This design comes from an exercise in tuning for small area, a short achievable clock period and few clock cycles on the open sky130 flow, not from production work. Only simulation tests tie the RTL to the original design; equivalence was not proved. Power and IR drop assume default switching activity.

==> flow/design.v (excerpt) <==
module tsc2046_cfp (
    input  wire        clk,
    input  wire        rst,
    input  wire        cmd_valid,
    output wire        cmd_ready,
    input  wire [31:0] cmd,
    input  wire [31:0] din0,
    input  wire [31:0] din1,
    input  wire [31:0] din2,
    input  wire [31:0] din3,
    output reg         done,
    output wire [7:0]  status,
    output wire [31:0] dout0,
    output wire [31:0] dout1,
    output wire [31:0] dout2,
    output wire [31:0] dout3,
    output reg         bus_cs,
    output reg         bus_req,
    output reg  [7:0]  bus_cb,
    output reg         bus_mode,
    input  wire        bus_rsp,
    input  wire        bus_err,
    input  wire [31:0] bus_rdata
);
Settings: LEC_CHECK=0, CAP_MARGIN=20, CORE_MARGIN=2, CORE_UTILIZATION=40, SLEW_MARGIN=20; clock period 18.0 ns.
standard.sh (not shown) runs the stock make flow with config.mk's settings and CLKGATE_MAP_FILE= SYNTH_SCRIPT=/design/flow/synth_recipe.tcl, a recipe that flattens the netlist after the stock synthesis.
==> flow/flow/run.sh <==
#!/bin/bash
set -euo pipefail
bash standard.sh SETUP_SLACK_MARGIN=12.5 finish > make_finish.log 2>&1
The first run ran to the end with no violations.
Testbench counts at the start, summed over its fixed seeds: cycles 12,684.
Next try:
==> flow/flow/run.sh (replaced) <==
#!/bin/bash
set -euo pipefail
bash standard.sh SETUP_SLACK_MARGIN=12.0 finish > make_finish.log 2>&1
The changed run finished with timing, DRC and antenna clean.
Power decreases by about 1.6%.
Design area fell by 4.5%.
Global-route usage fell by 0.73 points.
Count of clock-buffer cells in the layout is lower by 2.
Critical path depth does not change.
Sequential cell count does not change.
First-iteration DRC count grows by about 3.6%.
Combinational power falls by about 7%.
Worst setup slack is better by 53 ps.

========
Setup of job 3487:
tsc2046_cfp, a different RTL version from the one above (not shown whole).
For scale: roughly 4200 cells after synthesis, about 370 flip-flops, roughly 350 I/O pins, ~35000 µm² of cells after synthesis.
Settings: LEC_CHECK=0, CAP_MARGIN=20, CORE_MARGIN=2, CORE_UTILIZATION=40, SLEW_MARGIN=20; clock period 18.0 ns.
==> flow/flow/run.sh <==
#!/bin/bash
set -euo pipefail
bash standard.sh SETUP_SLACK_MARGIN=12.0 \
    "BUFFER_PORTS_ARGS=-buffer_cell sky130_fd_sc_hd__buf_2" \
    "CTS_BUF_LIST=sky130_fd_sc_hd__clkbuf_8" \
    finish > make_finish.log 2>&1
Job 3487 completed every stage of the flow, and the final layout passed the timing, DRC and antenna checks.
Testbench counts of job 3487, summed over its fixed seeds: cycles 12,588.
#### Input delta (job 7915 over job 3487)
==> flow/flow/run.sh <==
#!/bin/bash
set -euo pipefail
bash standard.sh SETUP_SLACK_MARGIN=12.0 TNS_END_PERCENT=30 \
    "BUFFER_PORTS_ARGS=-buffer_cell sky130_fd_sc_hd__buf_2" \
    finish > make_finish.log 2>&1
Findings:
Job 7915 — area growth from synthesis to layout 0.26 points higher, job 3487 as reference
Job 7915 vs job 3487: number of vias after detailed routing up
NOTE: worst setup slack in job 7915 falls short of that of job 3487
In terms of final area, job 3487 and job 7915 differ only marginally.
Compare job 3487 and job 7915 | fmax lower: job 7915
As far as area used by multi-input combinational logic is concerned, job 7915 and job 3487 perform about the same.
Compared with job 3487, pin count of the biggest net entering global routing in job 7915 decreased by a few percent.
From job 3487 to job 7915 the numbers moved as follows: number of buffers inserted by post-CTS setup repair went down; final worst-path cycle share went up.
Input-level comparison between job 4587 and job 7915:
==> flow/flow/run.sh <==
#!/bin/bash
set -euo pipefail
bash standard.sh SETUP_SLACK_MARGIN=12.0 \
    "BUFFER_PORTS_ARGS=-buffer_cell sky130_fd_sc_hd__buf_2" \
    "CTS_BUF_LIST=sky130_fd_sc_hd__clkbuf_4" \
    finish > make_finish.log 2>&1
Notes after the runs:
- Going from job 7915 to job 4587, the first-iteration DRC count was found to have gone down by about 2.5%.
- Looking at job 4587 and job 7915, the count of vias placed by the detailed router is a wash.
- Global-route track usage on met3 for job 4587: 1.2 points up relative to job 7915
- Job 4587 and job 7915 ended up with nearly the same number of instances in the placed design.
- | final-layout worst hold slack | job 4587 vs job 7915 | ≈ equal |
- Diff job 7915 -> job 4587: final worst-path cycle share shrank by 1.1 points, post-layout minimum cycle time fell 0.20 ns, number of clock-tree buffers in the layout moved up, final non-filler cell area fell by 360 µm².
Setup changes, job 4587 to job 2504
==> flow/flow/run.sh <==
#!/bin/bash
set -euo pipefail
bash standard.sh SETUP_SLACK_MARGIN=12.0 CORE_UTILIZATION=55 PLACE_DENSITY=0.70 \
    "BUFFER_PORTS_ARGS=-buffer_cell sky130_fd_sc_hd__buf_2" \
    finish > make_finish.log 2>&1
==> run notes <==
Critical path depth (job 2504 over job 4587): decrease, 7
As far as synthesized area per cell goes, job 2504 and job 4587 are indistinguishable; the numbers are identical.
The run showing the greater routed metal-1 wirelength is job 4587.
On initial core utilization: between job 2504 and job 4587, it ends up lower for job 4587.

========
Setup of alpha:
tsc2046_cfp again, from the RTL that the note above started with.
==> flow/config.mk <==
export PLATFORM = sky130hd
export DESIGN_NAME = tsc2046_cfp
export DESIGN_NICKNAME = tsc2046_cfp
export VERILOG_FILES = /design/flow/design.v
export SDC_FILE = /design/flow/constraint.sdc
export NUM_CORES = 4
export LEC_CHECK = 0
export CAP_MARGIN = 20
export CORE_MARGIN = 2
export CORE_UTILIZATION = 40
export SLEW_MARGIN = 20
==> flow/constraint.sdc <==
create_clock -name core_clock -period 18.0 [get_ports {clk}]
set_input_delay 3.6000 -clock core_clock [delete_from_list [all_inputs] [get_ports {clk}]]
set_output_delay 3.6000 -clock core_clock [all_outputs]
set_load 0.01 [all_outputs]
==> flow/flow/run.sh <==
#!/bin/bash
set -euo pipefail
bash standard.sh SETUP_SLACK_MARGIN=12.0 \
    "BUFFER_PORTS_ARGS=-buffer_cell sky130_fd_sc_hd__buf_2" \
    "CTS_BUF_LIST=sky130_fd_sc_hd__clkbuf_8" CTS_CLUSTER_SIZE=20 \
    finish > make_finish.log 2>&1
alpha: full flow OK, the timing, DRC and antenna checks passed
Testbench counts of alpha, summed over its fixed seeds: cycles 12,588.
### alpha -> beta
==> flow/flow/run.sh <==
#!/bin/bash
set -euo pipefail
bash standard.sh SETUP_SLACK_MARGIN=12.0 \
    "BUFFER_PORTS_ARGS=-buffer_cell sky130_fd_sc_hd__buf_1" \
    "CTS_BUF_LIST=sky130_fd_sc_hd__clkbuf_8" \
    finish > make_finish.log 2>&1
==> run notes <==
In summary, beta completed successfully, with a layout that passed the timing, DRC and antenna checks. As far as mean post-synth cell area is concerned, beta and alpha perform about the same. Total via count after detailed routing delta for beta relative to alpha: about 0.9% higher. The post-route non-filler standard cell count of alpha and that of beta are within noise of each other. Lower combinational fraction of design power goes to beta over alpha. [beta] switching power rose about 0.5% relative to alpha. Per the comparison of beta with alpha, total power down 38 µW, number of enable-type register cells in the synthesized netlist flat, combinational group power down about 0.8%.
What gamma does differently from beta at the input level:
==> flow/flow/run.sh <==
#!/bin/bash
set -euo pipefail
bash standard.sh SETUP_SLACK_MARGIN=12.0 \
    "BUFFER_PORTS_ARGS=-buffer_cell sky130_fd_sc_hd__buf_2" \
    finish > make_finish.log 2>&1
==> run notes <==
In terms of final RePlAce weighted congestion, gamma and beta differ only marginally. Diff beta..gamma | proportion of synthesized flip-flops having asynchronous set or reset | unchanged. Against beta as the reference, gamma delivers a lower final standard cell count with taps included and fillers excluded. Summary of gamma over beta: core occupancy in the finished layout went up; sequential cell area share lost 0.24 points. gamma vs beta: post-place setup slack down in gamma.

========
Another version of the RTL of tsc2046_cfp (not shown whole).
For scale: about 370 flip-flops, roughly 35,000 um2 of cells after synthesis.
clock: 18.0 ns
lec_check: 0
cap_margin: 20
core_margin: 2
core_utilization: 40
slew_margin: 20
==> flow/flow/run.sh <==
#!/bin/bash
set -euo pipefail
bash standard.sh SETUP_SLACK_MARGIN=12.5 \
    "BUFFER_PORTS_ARGS=-buffer_cell sky130_fd_sc_hd__buf_2" \
    finish > make_finish.log 2>&1
The baseline produced a clean layout.
Testbench counts at the start, summed over its fixed seeds: cycles 12,684.
==> next run, changes <==
==> flow/flow/run.sh (replaced) <==
#!/bin/bash
set -euo pipefail
bash standard.sh SETUP_SLACK_MARGIN=12.0 \
    "BUFFER_PORTS_ARGS=-buffer_cell sky130_fd_sc_hd__buf_2" \
    finish > make_finish.log 2>&1
The new run completed without violations.
Cell area decreases by a few percent.
Worst setup slack got worse by 0.060 ns.
Core utilization decreases by 3.3 points.
Wire length decreases by a few percent.
Die area does not change.
Worst hold slack improved by 0.0060 ns.
Global-route usage decreases by 0.80 points.
Sequential power is about the same.

[re-timing with driven ports]
In the flow no input, the clock included, has a driving cell. The finished layouts below were timed again as built, in two steps.
Step 1 (the two cells are an assumption about what drives the block):
set clk [get_ports {clk}]
set_driving_cell -lib_cell sky130_fd_sc_hd__clkbuf_16 $clk
set_driving_cell -lib_cell sky130_fd_sc_hd__buf_2 [delete_from_list [all_inputs] $clk]
Step 2, shift: input delay + t, output delay - t, t = (earliest + latest rising clock arrival at the registers) / 2. This alone moves slack from input paths to output paths.
Three values: ideal ports, drivers, drivers and shift; two values: the first two.
run	t, ns	setup WS [ns]	worst setup path after step 2
the first run of note 1	0.696	11.790 / 11.815 / 11.119	input to register
the second run of note 1	0.704	11.843 / 11.887 / 11.183	input to register
job 3487	0.766	12.102 / 12.151 / 11.385	input to register
job 7915	0.672	11.914 / 11.957 / 11.285	input to register
job 4587	1.007	12.112 / 12.156 / 11.149	input to register
job 2504	0.675	12.035 / 12.078 / 11.404	input to register
alpha	0.735	12.102 / 12.134 / 11.399	input to register
beta	0.750	12.007 / 12.042 / 11.292	input to register
gamma	0.658	12.072 / 12.075 / 11.417	input to register
the first run of note 4	0.716	12.083 / 12.083 / 11.772	input to register
the second run of note 4	0.695	12.023 / 12.023 / 11.519	input to register
After both steps every run listed still meets setup and hold. For job 4587, which loses most, drivers alone change the setup slack by +0.044 ns; drivers and shift together by -0.963 ns.
